What follows belongs to an exercise in optimizing a design on an open flow for small area and few clock cycles; a production flow would make more cautious choices. Where RTL was checked, it was by simulation tests only, not by an equivalence proof against the original. No activity file was given, so power comes from the tool's default toggle rates.

==> job 6499: inputs <==
==> flow/design.v <==
module spieeprom (
    input  wire         clk,
    input  wire         rst,           
    input  wire         cmd_valid,
    input  wire [31:0]  cmd_word,      
    input  wire [4:0]   cmd_len,       
    input  wire [127:0] cmd_wdata,     
    output wire [7:0]   seq_status,    
    output reg  [7:0]   sr_last,
    output reg  [127:0] rdata,         
    output wire         cs_n,
    output wire         xfer_valid,
    output reg  [7:0]   xfer_tx,
    input  wire         xfer_ready,
    input  wire [7:0]   xfer_rx,
    input  wire         xfer_err
);
    localparam [4:0] OP_WRITE        = 5'h01;
    localparam [4:0] OP_READ         = 5'h02;
    localparam [4:0] OP_READ_ID      = 5'h03;
    localparam [4:0] OP_DPD_ENTER    = 5'h04;
    localparam [4:0] OP_DPD_RELEASE  = 5'h05;
    localparam [4:0] OP_ERASE_SECTOR = 5'h06;
    localparam [4:0] OP_ERASE_CHIP   = 5'h07;
    localparam [4:0] OP_HW_EN        = 5'h0C;
    localparam [4:0] OP_HW_DIS       = 5'h0D;
    localparam [4:0] OP_IS_WIP       = 5'h0E;
    localparam [4:0] OP_IS_WPEN      = 5'h0F;
    localparam [4:0] OP_IS_BP0       = 5'h10;
    localparam [4:0] OP_IS_BP1       = 5'h11;
    localparam [2:0] PH_RMW    = 3'd0;   
    localparam [2:0] PH_AWAIT1 = 3'd1;   
    localparam [2:0] PH_WREN   = 3'd2;   
    localparam [2:0] PH_MAIN   = 3'd3;   
    localparam [2:0] PH_AWAIT2 = 3'd4;   
    localparam [5:0] IDX0 = 6'd12;       
    reg          busy;
    reg          active;      
    reg  [2:0]   phase;
    reg  [4:0]   op;
    reg  [23:0]  addr;
    reg  [4:0]   lm1;         
    reg  [5:0]   idx;         
    reg  [2:0]   poll_cnt;    
    reg          done;
    reg  [1:0]   errcode;
    reg          rbit;
    reg  [1:0]   wphase;
    assign seq_status = {wphase, rbit, errcode, |errcode, done, busy};
    assign cs_n       = ~active;
    assign xfer_valid = active;
    wire [4:0] in_op = cmd_word[4:0];
    wire in_illegal = (cmd_word[7:5] != 3'b000) ||
                      (in_op == 5'h00) || (in_op > OP_IS_BP1) ||
                      (((in_op == OP_WRITE) || (in_op == OP_READ)) && (cmd_len > 5'd16));
    wire in_writer  = (in_op == OP_WRITE) || (in_op == OP_ERASE_SECTOR) || (in_op == OP_ERASE_CHIP);
    wire op_query  = (op >= OP_IS_WIP);
    wire op_rmw    = (op >= 5'h08) && (op <= OP_HW_DIS);
    wire op_writer = (op == OP_WRITE) || (op == OP_ERASE_SECTOR) || (op == OP_ERASE_CHIP);
    wire accept = !busy && cmd_valid;
    reg [4:0] last_idx;
    always @(*) begin
        case (phase)
            PH_WREN: last_idx = 5'd12;
            PH_MAIN: begin
                case (op)
                    OP_WRITE, OP_READ: last_idx = {~lm1[4], lm1[3:0]};
                    OP_READ_ID:        last_idx = 5'd16;
                    OP_ERASE_SECTOR:   last_idx = 5'd15;
                    OP_DPD_ENTER, OP_DPD_RELEASE, OP_ERASE_CHIP: last_idx = 5'd12;
                    default:           last_idx = 5'd13;    
                endcase
            end
            default: last_idx = 5'd13;                      
        endcase
    end
    wire last = (idx[4:0] == last_idx);
    wire [7:0] sbyte = rdata[7:0];
    wire [3:0] entry = (lm1[3:0] == 4'd0) ? 4'd0 : {lm1[3], 3'b111};
    wire [5:0] align_end = {2'b01, entry} + 6'd1;
    reg [7:0] rmw_val;
    always @(*) begin
        case (op)
            OP_HW_EN:  rmw_val = sbyte | 8'h80;
            OP_HW_DIS: rmw_val = sbyte & 8'h7F;
            default:   rmw_val = (sbyte & 8'hF3) | {4'd0, op[1:0], 2'b00};
        endcase
    end
    reg query_bit;
    always @(*) begin
        case (op)
            OP_IS_WIP:  query_bit = xfer_rx[0];
            OP_IS_WPEN: query_bit = xfer_rx[7];
            OP_IS_BP0:  query_bit = xfer_rx[2];
            default:    query_bit = xfer_rx[3];
        endcase
    end
    reg [7:0] abyte;      
    reg [7:0] sebyte;     
    always @(*) begin
        case (idx[1:0])
            2'd1:    begin abyte = addr[23:16]; sebyte = addr[8:1];         end
            2'd2:    begin abyte = addr[15:8];  sebyte = {addr[0], 7'd0};   end
            default: begin abyte = addr[7:0];   sebyte = 8'd0;              end
        endcase
    end
    wire first = (idx[4:0] == 5'd12);
    always @(*) begin
        xfer_tx = 8'h00;
        case (phase)
            PH_WREN: xfer_tx = 8'h06;
            PH_MAIN: begin
                case (op)
                    OP_WRITE:        xfer_tx = first ? 8'h02 : idx[4] ? sbyte : abyte;
                    OP_READ:         xfer_tx = first ? 8'h03 : idx[4] ? 8'h00 : abyte;
                    OP_READ_ID:      xfer_tx = first ? 8'hAB : 8'h00;
                    OP_DPD_ENTER:    xfer_tx = 8'hB9;
                    OP_DPD_RELEASE:  xfer_tx = 8'hAB;
                    OP_ERASE_SECTOR: xfer_tx = first ? 8'hD8 : sebyte;
                    OP_ERASE_CHIP:   xfer_tx = 8'hC7;
                    default:         xfer_tx = first ? 8'h01 : rmw_val;
                endcase
            end
            default: xfer_tx = idx[0] ? 8'h00 : 8'h05;    
        endcase
    end
    wire xfer_ok = active && xfer_ready && !xfer_err;
    wire settle   = (phase == PH_MAIN) && (op == OP_DPD_RELEASE);
    wire align    = (phase == PH_MAIN) && (op == OP_READ);
    wire wait_end = settle               ? (idx == 6'd11) :
                    align                ? (idx + 6'd1 == align_end) :
                    (poll_cnt != 3'd0)   ? (idx == 6'd15) : 1'b1;
    always @(posedge clk) begin
        if (rst) begin
            busy     <= 1'b0;
            active   <= 1'b0;
            done     <= 1'b0;
            errcode  <= 2'd0;
            rbit     <= 1'b0;
            wphase   <= 2'b00;
        end else if (!busy) begin
            if (cmd_valid) begin
                op       <= in_op;
                addr     <= cmd_word[31:8];
                lm1      <= cmd_len - 5'd1;
                idx      <= IDX0;
                poll_cnt <= 3'd0;
                rbit     <= 1'b0;
                if (in_illegal) begin
                    done    <= 1'b1;
                    errcode <= 2'd1;
                end else begin
                    done    <= 1'b0;
                    errcode <= 2'd0;
                    busy    <= 1'b1;
                    active  <= 1'b1;
                    phase   <= (in_op >= 5'h08) ? PH_RMW :
                               in_writer        ? PH_AWAIT1 : PH_MAIN;
                end
            end
        end else if (active) begin
            if (xfer_ready) begin
                if (xfer_err) begin
                    active  <= 1'b0;
                    errcode <= 2'd2;
                    if (align && idx[4]) begin
                        phase <= PH_MAIN;
                    end else begin
                        busy <= 1'b0;
                        done <= 1'b1;
                    end
                end else if (!last) begin
                    idx <= idx + 6'd1;
                end else begin
                    active <= 1'b0;
                    idx    <= IDX0;
                    if (align && idx[4])
                        idx <= idx + 6'd1;
                    case (phase)
                        PH_RMW: begin
                            if (op_query) begin
                                rbit <= query_bit;
                                busy <= 1'b0;
                                done <= 1'b1;
                            end else begin
                                phase <= PH_AWAIT1;
                            end
                        end
                        PH_AWAIT1, PH_AWAIT2: begin
                            if (!xfer_rx[0]) begin
                                wphase   <= 2'b00;
                                poll_cnt <= 3'd0;
                                if (phase == PH_AWAIT2) begin
                                    busy <= 1'b0;
                                    done <= 1'b1;
                                end else begin
                                    phase <= PH_WREN;
                                end
                            end else if (poll_cnt == 3'd7) begin
                                busy    <= 1'b0;
                                done    <= 1'b1;
                                errcode <= 2'd3;
                            end else begin
                                poll_cnt <= poll_cnt + 3'd1;
                            end
                        end
                        PH_WREN: begin
                            wphase <= 2'b01;
                            phase  <= PH_MAIN;
                        end
                        default: begin    
                            if (op_writer || op_rmw) begin
                                wphase <= 2'b10;
                                phase  <= PH_AWAIT2;
                            end else if (!(op == OP_DPD_RELEASE ||
                                           (align && idx[4] && idx + 6'd1 != align_end))) begin
                                busy <= 1'b0;
                                done <= 1'b1;
                            end
                        end
                    endcase
                end
            end
        end else begin
            if (wait_end) begin
                idx <= IDX0;
                if (settle || align) begin
                    busy <= 1'b0;
                    done <= 1'b1;
                end else begin
                    active <= 1'b1;
                end
            end else begin
                idx <= idx + 6'd1;
            end
        end
    end
    always @(posedge clk)
        if (xfer_ok && idx[0] && (phase == PH_RMW || phase == PH_AWAIT1 || phase == PH_AWAIT2))
            sr_last <= xfer_rx;
    wire sh_rd   = (phase == PH_MAIN) && (op == OP_READ) && idx[4];
    wire sh_xfer = xfer_ok && ((phase == PH_MAIN && (op == OP_WRITE || op == OP_READ) && idx[4]) ||
                               (phase == PH_MAIN && op == OP_READ_ID && idx[4]) ||
                               (phase == PH_RMW && idx[0]));
    wire sh      = sh_xfer || (busy && !active && align);    
    wire [3:0] ent = (phase == PH_MAIN && op == OP_READ) ? entry : 4'd0;
    wire [135:0] rd_next = {xfer_rx, rdata};
    wire hold = !accept && !sh;       
    genvar gi;
    generate
        for (gi = 0; gi < 16; gi = gi + 1) begin : g_rd
            wire [7:0] src;
            if (gi == 15 || gi == 0 || gi == 7
               )
                assign src = (gi == 15 || (ent == gi && op != OP_WRITE)) ? xfer_rx : rd_next[gi*8+8 +: 8];
            else
                assign src = rd_next[gi*8+8 +: 8];
            always @(posedge clk)
                rdata[gi*8 +: 8] <= ({8{accept}} & cmd_wdata[gi*8 +: 8]) |
                                    ({8{sh}}     & src) |
                                    ({8{hold}}   & rdata[gi*8 +: 8]);
        end
    endgenerate
endmodule
==> flow/flow/run.sh <==
#!/bin/bash
# Standard synthesis and layout with two changes: buffer_ports puts the
# smallest buffer on every input and output port, and the clock tree is built
# from clkbuf_8 cells without dummy loads.
set -euo pipefail
bash standard.sh synth > synth.log 2>&1
bash standard.sh 'BUFFER_PORTS_ARGS=-buffer_cell sky130_fd_sc_hd__buf_1' \
  'CTS_ARGS=-sink_clustering_enable -repair_clock_nets -dont_use_dummy_load -buf_list sky130_fd_sc_hd__clkbuf_8' \
  finish > layout.log 2>&1
==> flow/standard.sh <==
#!/bin/bash
# synth_recipe.tcl (not shown) runs the flow's synth.tcl, then flattens the netlist and writes it again
# the make line also repeats each setting of config.mk as NAME=value (left out here)
make -C /OpenROAD-flow-scripts/flow DESIGN_CONFIG=/design/flow/config.mk WORK_HOME=/design/flow/orfs CLKGATE_MAP_FILE= SYNTH_SCRIPT=/design/flow/synth_recipe.tcl "${@:-finish}"
==> flow/config.mk <==
export PLATFORM = sky130hd
export DESIGN_NAME = spieeprom
export DESIGN_NICKNAME = spieeprom
export VERILOG_FILES = /design/flow/design.v
export SDC_FILE = /design/flow/constraint.sdc
export NUM_CORES = 4
export LEC_CHECK = 0
export CAP_MARGIN = 20
export CORE_MARGIN = 2
export CORE_UTILIZATION = 60
export PLACE_DENSITY = 0.75
export SLEW_MARGIN = 20
==> flow/constraint.sdc <==
create_clock -name core_clock -period 10.0 [get_ports {clk}]
set_input_delay 2.0000 -clock core_clock [delete_from_list [all_inputs] [get_ports {clk}]]
set_output_delay 2.0000 -clock core_clock [all_outputs]
set_load 0.01 [all_outputs]
==> inputs of job 1898, as changes to job 6499 <==
--- a/flow/design.v
+++ b/flow/design.v
@@ -77,5 +77,4 @@
     wire last = (idx[4:0] == last_idx);
-    wire [7:0] sbyte = rdata[7:0];
-    wire [3:0] entry = (lm1[3:0] == 4'd0) ? 4'd0 : {lm1[3], 3'b111};
-    wire [5:0] align_end = {2'b01, entry} + 6'd1;
+    wire [3:0] slot  = idx[3:0];
+    wire [7:0] sbyte = rdata[slot*8 +: 8];
     reg [7:0] rmw_val;
@@ -128,5 +127,3 @@
     wire settle   = (phase == PH_MAIN) && (op == OP_DPD_RELEASE);
-    wire align    = (phase == PH_MAIN) && (op == OP_READ);
     wire wait_end = settle               ? (idx == 6'd11) :
-                    align                ? (idx + 6'd1 == align_end) :
                     (poll_cnt != 3'd0)   ? (idx == 6'd15) : 1'b1;
@@ -164,9 +161,5 @@
                     active  <= 1'b0;
+                    busy    <= 1'b0;
+                    done    <= 1'b1;
                     errcode <= 2'd2;
-                    if (align && idx[4]) begin
-                        phase <= PH_MAIN;
-                    end else begin
-                        busy <= 1'b0;
-                        done <= 1'b1;
-                    end
                 end else if (!last) begin
@@ -176,4 +169,2 @@
                     idx    <= IDX0;
-                    if (align && idx[4])
-                        idx <= idx + 6'd1;
                     case (phase)
@@ -214,4 +205,3 @@
                                 phase  <= PH_AWAIT2;
-                            end else if (!(op == OP_DPD_RELEASE ||
-                                           (align && idx[4] && idx + 6'd1 != align_end))) begin
+                            end else if (op != OP_DPD_RELEASE) begin
                                 busy <= 1'b0;
@@ -226,3 +216,3 @@
                 idx <= IDX0;
-                if (settle || align) begin
+                if (settle) begin
                     busy <= 1'b0;
@@ -240,10 +230,3 @@
             sr_last <= xfer_rx;
-    wire sh_rd   = (phase == PH_MAIN) && (op == OP_READ) && idx[4];
-    wire sh_xfer = xfer_ok && ((phase == PH_MAIN && (op == OP_WRITE || op == OP_READ) && idx[4]) ||
-                               (phase == PH_MAIN && op == OP_READ_ID && idx[4]) ||
-                               (phase == PH_RMW && idx[0]));
-    wire sh      = sh_xfer || (busy && !active && align);    
-    wire [3:0] ent = (phase == PH_MAIN && op == OP_READ) ? entry : 4'd0;
-    wire [135:0] rd_next = {xfer_rx, rdata};
-    wire hold = !accept && !sh;       
+    wire rx_we = xfer_ok && op != OP_WRITE && (phase == PH_RMW || phase == PH_MAIN);
     genvar gi;
@@ -251,11 +234,7 @@
         for (gi = 0; gi < 16; gi = gi + 1) begin : g_rd
-            wire [7:0] src;
-            if (gi == 15 || gi == 0 || gi == 7
-               )
-                assign src = (gi == 15 || (ent == gi && op != OP_WRITE)) ? xfer_rx : rd_next[gi*8+8 +: 8];
-            else
-                assign src = rd_next[gi*8+8 +: 8];
+            wire we   = rx_we && (slot == gi);
+            wire hold = !accept && !we;
             always @(posedge clk)
                 rdata[gi*8 +: 8] <= ({8{accept}} & cmd_wdata[gi*8 +: 8]) |
-                                    ({8{sh}}     & src) |
+                                    ({8{we}}     & xfer_rx) |
                                     ({8{hold}}   & rdata[gi*8 +: 8]);
==> flow/flow/run.sh (replaced) <==
#!/bin/bash
# Standard synthesis and layout; the only change is the cell buffer_ports
# puts on every input and output port (the smallest buffer instead of the
# default delay buffer).
set -euo pipefail
bash standard.sh synth > synth.log 2>&1
bash standard.sh 'BUFFER_PORTS_ARGS=-buffer_cell sky130_fd_sc_hd__buf_1' finish > layout.log 2>&1
--- a/flow/config.mk
+++ b/flow/config.mk
@@ -9,4 +9,4 @@
 export CORE_MARGIN = 2
-export CORE_UTILIZATION = 60
-export PLACE_DENSITY = 0.75
+export CORE_UTILIZATION = 40
+export PLACE_DENSITY = 0.6
 export SLEW_MARGIN = 20
==> inputs of job 4200, as changes to job 6499 <==
--- a/flow/design.v
+++ b/flow/design.v
@@ -77,5 +77,4 @@
     wire last = (idx[4:0] == last_idx);
-    wire [7:0] sbyte = rdata[7:0];
-    wire [3:0] entry = (lm1[3:0] == 4'd0) ? 4'd0 : {lm1[3], 3'b111};
-    wire [5:0] align_end = {2'b01, entry} + 6'd1;
+    wire [3:0] slot  = idx[3:0];
+    wire [7:0] sbyte = rdata[slot*8 +: 8];
     reg [7:0] rmw_val;
@@ -128,5 +127,3 @@
     wire settle   = (phase == PH_MAIN) && (op == OP_DPD_RELEASE);
-    wire align    = (phase == PH_MAIN) && (op == OP_READ);
     wire wait_end = settle               ? (idx == 6'd11) :
-                    align                ? (idx + 6'd1 == align_end) :
                     (poll_cnt != 3'd0)   ? (idx == 6'd15) : 1'b1;
@@ -164,9 +161,5 @@
                     active  <= 1'b0;
+                    busy    <= 1'b0;
+                    done    <= 1'b1;
                     errcode <= 2'd2;
-                    if (align && idx[4]) begin
-                        phase <= PH_MAIN;
-                    end else begin
-                        busy <= 1'b0;
-                        done <= 1'b1;
-                    end
                 end else if (!last) begin
@@ -176,4 +169,2 @@
                     idx    <= IDX0;
-                    if (align && idx[4])
-                        idx <= idx + 6'd1;
                     case (phase)
@@ -214,4 +205,3 @@
                                 phase  <= PH_AWAIT2;
-                            end else if (!(op == OP_DPD_RELEASE ||
-                                           (align && idx[4] && idx + 6'd1 != align_end))) begin
+                            end else if (op != OP_DPD_RELEASE) begin
                                 busy <= 1'b0;
@@ -226,3 +216,3 @@
                 idx <= IDX0;
-                if (settle || align) begin
+                if (settle) begin
                     busy <= 1'b0;
@@ -240,10 +230,3 @@
             sr_last <= xfer_rx;
-    wire sh_rd   = (phase == PH_MAIN) && (op == OP_READ) && idx[4];
-    wire sh_xfer = xfer_ok && ((phase == PH_MAIN && (op == OP_WRITE || op == OP_READ) && idx[4]) ||
-                               (phase == PH_MAIN && op == OP_READ_ID && idx[4]) ||
-                               (phase == PH_RMW && idx[0]));
-    wire sh      = sh_xfer || (busy && !active && align);    
-    wire [3:0] ent = (phase == PH_MAIN && op == OP_READ) ? entry : 4'd0;
-    wire [135:0] rd_next = {xfer_rx, rdata};
-    wire hold = !accept && !sh;       
+    wire rx_we = xfer_ok && op != OP_WRITE && (phase == PH_RMW || phase == PH_MAIN);
     genvar gi;
@@ -251,11 +234,7 @@
         for (gi = 0; gi < 16; gi = gi + 1) begin : g_rd
-            wire [7:0] src;
-            if (gi == 15 || gi == 0 || gi == 7
-               )
-                assign src = (gi == 15 || (ent == gi && op != OP_WRITE)) ? xfer_rx : rd_next[gi*8+8 +: 8];
-            else
-                assign src = rd_next[gi*8+8 +: 8];
+            wire we   = rx_we && (slot == gi);
+            wire hold = !accept && !we;
             always @(posedge clk)
                 rdata[gi*8 +: 8] <= ({8{accept}} & cmd_wdata[gi*8 +: 8]) |
-                                    ({8{sh}}     & src) |
+                                    ({8{we}}     & xfer_rx) |
                                     ({8{hold}}   & rdata[gi*8 +: 8]);
==> flow/run.sh (new file) <==
#!/bin/bash
# synth_recipe.tcl (not shown) runs the flow's synth.tcl, then flattens the netlist and writes it again
# the make line also repeats each setting of config.mk as NAME=value (left out here)
make -C /OpenROAD-flow-scripts/flow DESIGN_CONFIG=/design/flow/config.mk WORK_HOME=/design/flow/orfs CLKGATE_MAP_FILE= SYNTH_SCRIPT=/design/flow/synth_recipe.tcl finish
--- a/flow/config.mk
+++ b/flow/config.mk
@@ -9,4 +9,4 @@
 export CORE_MARGIN = 2
-export CORE_UTILIZATION = 60
-export PLACE_DENSITY = 0.75
+export CORE_UTILIZATION = 40
+export PLACE_DENSITY = 0.6
 export SLEW_MARGIN = 20
removed: flow/flow/run.sh
removed: flow/standard.sh
==> inputs of job 5193, as changes to job 6499 <==
--- a/flow/design.v
+++ b/flow/design.v
@@ -77,5 +77,4 @@
     wire last = (idx[4:0] == last_idx);
-    wire [7:0] sbyte = rdata[7:0];
-    wire [3:0] entry = (lm1[3:0] == 4'd0) ? 4'd0 : {lm1[3], 3'b111};
-    wire [5:0] align_end = {2'b01, entry} + 6'd1;
+    wire [3:0] slot  = idx[3:0];
+    wire [7:0] sbyte = rdata[slot*8 +: 8];
     reg [7:0] rmw_val;
@@ -128,5 +127,3 @@
     wire settle   = (phase == PH_MAIN) && (op == OP_DPD_RELEASE);
-    wire align    = (phase == PH_MAIN) && (op == OP_READ);
     wire wait_end = settle               ? (idx == 6'd11) :
-                    align                ? (idx + 6'd1 == align_end) :
                     (poll_cnt != 3'd0)   ? (idx == 6'd15) : 1'b1;
@@ -164,9 +161,5 @@
                     active  <= 1'b0;
+                    busy    <= 1'b0;
+                    done    <= 1'b1;
                     errcode <= 2'd2;
-                    if (align && idx[4]) begin
-                        phase <= PH_MAIN;
-                    end else begin
-                        busy <= 1'b0;
-                        done <= 1'b1;
-                    end
                 end else if (!last) begin
@@ -176,4 +169,2 @@
                     idx    <= IDX0;
-                    if (align && idx[4])
-                        idx <= idx + 6'd1;
                     case (phase)
@@ -214,4 +205,3 @@
                                 phase  <= PH_AWAIT2;
-                            end else if (!(op == OP_DPD_RELEASE ||
-                                           (align && idx[4] && idx + 6'd1 != align_end))) begin
+                            end else if (op != OP_DPD_RELEASE) begin
                                 busy <= 1'b0;
@@ -226,3 +216,3 @@
                 idx <= IDX0;
-                if (settle || align) begin
+                if (settle) begin
                     busy <= 1'b0;
@@ -240,10 +230,3 @@
             sr_last <= xfer_rx;
-    wire sh_rd   = (phase == PH_MAIN) && (op == OP_READ) && idx[4];
-    wire sh_xfer = xfer_ok && ((phase == PH_MAIN && (op == OP_WRITE || op == OP_READ) && idx[4]) ||
-                               (phase == PH_MAIN && op == OP_READ_ID && idx[4]) ||
-                               (phase == PH_RMW && idx[0]));
-    wire sh      = sh_xfer || (busy && !active && align);    
-    wire [3:0] ent = (phase == PH_MAIN && op == OP_READ) ? entry : 4'd0;
-    wire [135:0] rd_next = {xfer_rx, rdata};
-    wire hold = !accept && !sh;       
+    wire rx_we = xfer_ok && op != OP_WRITE && (phase == PH_RMW || phase == PH_MAIN);
     genvar gi;
@@ -251,11 +234,7 @@
         for (gi = 0; gi < 16; gi = gi + 1) begin : g_rd
-            wire [7:0] src;
-            if (gi == 15 || gi == 0 || gi == 7
-               )
-                assign src = (gi == 15 || (ent == gi && op != OP_WRITE)) ? xfer_rx : rd_next[gi*8+8 +: 8];
-            else
-                assign src = rd_next[gi*8+8 +: 8];
+            wire we   = rx_we && (slot == gi);
+            wire hold = !accept && !we;
             always @(posedge clk)
                 rdata[gi*8 +: 8] <= ({8{accept}} & cmd_wdata[gi*8 +: 8]) |
-                                    ({8{sh}}     & src) |
+                                    ({8{we}}     & xfer_rx) |
                                     ({8{hold}}   & rdata[gi*8 +: 8]);
--- a/flow/config.mk
+++ b/flow/config.mk
@@ -9,4 +9,4 @@
 export CORE_MARGIN = 2
-export CORE_UTILIZATION = 60
-export PLACE_DENSITY = 0.75
+export CORE_UTILIZATION = 40
+export PLACE_DENSITY = 0.6
 export SLEW_MARGIN = 20
==> summary.txt <==
* Arrival time of the worst setup path at 4.07 ns
* Outcome: no timing/DRC/antenna violations
* Length of routed met3 wiring at 3230 um
* Worst Setup EP: xfer_tx[5]
* Sequential fraction of the synthesis area at 44.9%
* Critical Path, Cell by Cell: buf_4 -> inv_1 -> ha_1 -> nand2_1 -> nor4_1 -> a22o_1 -> a221oi_1 -> nor3_1 -> clkdlybuf4s50_1
* Final hold slack at 0.452 ns
Source of the figures above: job 4200

==> summary.txt <==
* Outcome: no timing/DRC/antenna violations
* Arrival time of the worst setup path at 3.69 ns
* Final hold slack at 0.459 ns
* Total global-route track usage at 27.8%
* Compound-gate portion of the synthesized area at 18.0%
* DRC Markers at 0
* Nets at 1504
* Combinational power at 0.000746 W
* Sequential fraction of the synthesis area at 44.9%
* I/O pin total at 332
* Syn Std Cell Area at 9690 um^2
* Worst Setup EP: xfer_tx[2]
Source of the figures above: job 1898

==> summary.txt <==
* Arrival time of the worst setup path at 3.18 ns
* Length of routed met3 wiring at 2260 um
* Sequential fraction of the synthesis area at 48.7%
* Outcome: no timing/DRC/antenna violations
* Worst Setup EP: xfer_tx[7]
* Final hold slack at 0.458 ns
Source of the figures above: job 6499

==> summary.txt <==
* Outcome: no timing/DRC/antenna violations
* Sequential fraction of the synthesis area at 44.9%
* Hold depth at 2
* Clk network pwr share at 17.8%
* Most Frequent Cell on Critical Path: nand2_1
* Final hold slack at 0.463 ns
* Arrival time of the worst setup path at 3.70 ns
* Worst Setup EP: xfer_tx[2]
* Worst-path clk slew at 0.12 ns
* Compound-gate portion of the synthesized area at 18.0%
* Length of routed met3 wiring at 2710 um
* Critical Path, Cell by Cell: buf_4 -> ha_1 -> nand2_1 -> nor4_1 -> a221oi_1 -> o22ai_1 -> nand2_1 -> a22oi_1 -> buf_1
Source of the figures above: job 5193

Testbench counts of job 1898, summed over its fixed seeds: cycles 136,086.
Testbench counts of job 4200, summed over its fixed seeds: cycles 136,086.
Testbench counts of job 5193, summed over its fixed seeds: cycles 136,086.
The RTL of job 6499 was laid out without a check of its function.

==> static timing again, ports no longer ideal <==
Ports are ideal in the flow. The routed layouts listed here were re-timed in OpenROAD. Step 1: set_driving_cell puts a clkbuf_16 on clk and a buf_2 on each other input, an assumption about the parent block. Step 2 adds t to the input delays and takes it off the output delays; t is the mean of the earliest and latest rising clock arrival at the registers after step 1. Input paths then give back, and output paths get back, about the clock's delay inside the block. Three values: ideal ports, drivers, drivers and shift; two values: the first two.
run	t (ns)	slack for setup (ns)	pins driven straight from the clock port
job 6499	0.497	4.816 / 4.778 / 5.168	1
job 1898	0.475	4.310 / 4.264 / 4.738	1
job 4200	0.480	3.925 / 3.877 / 4.357	1
job 5193	0.502	4.297 / 4.256 / 4.757	1
After both steps every run listed still meets setup and hold.
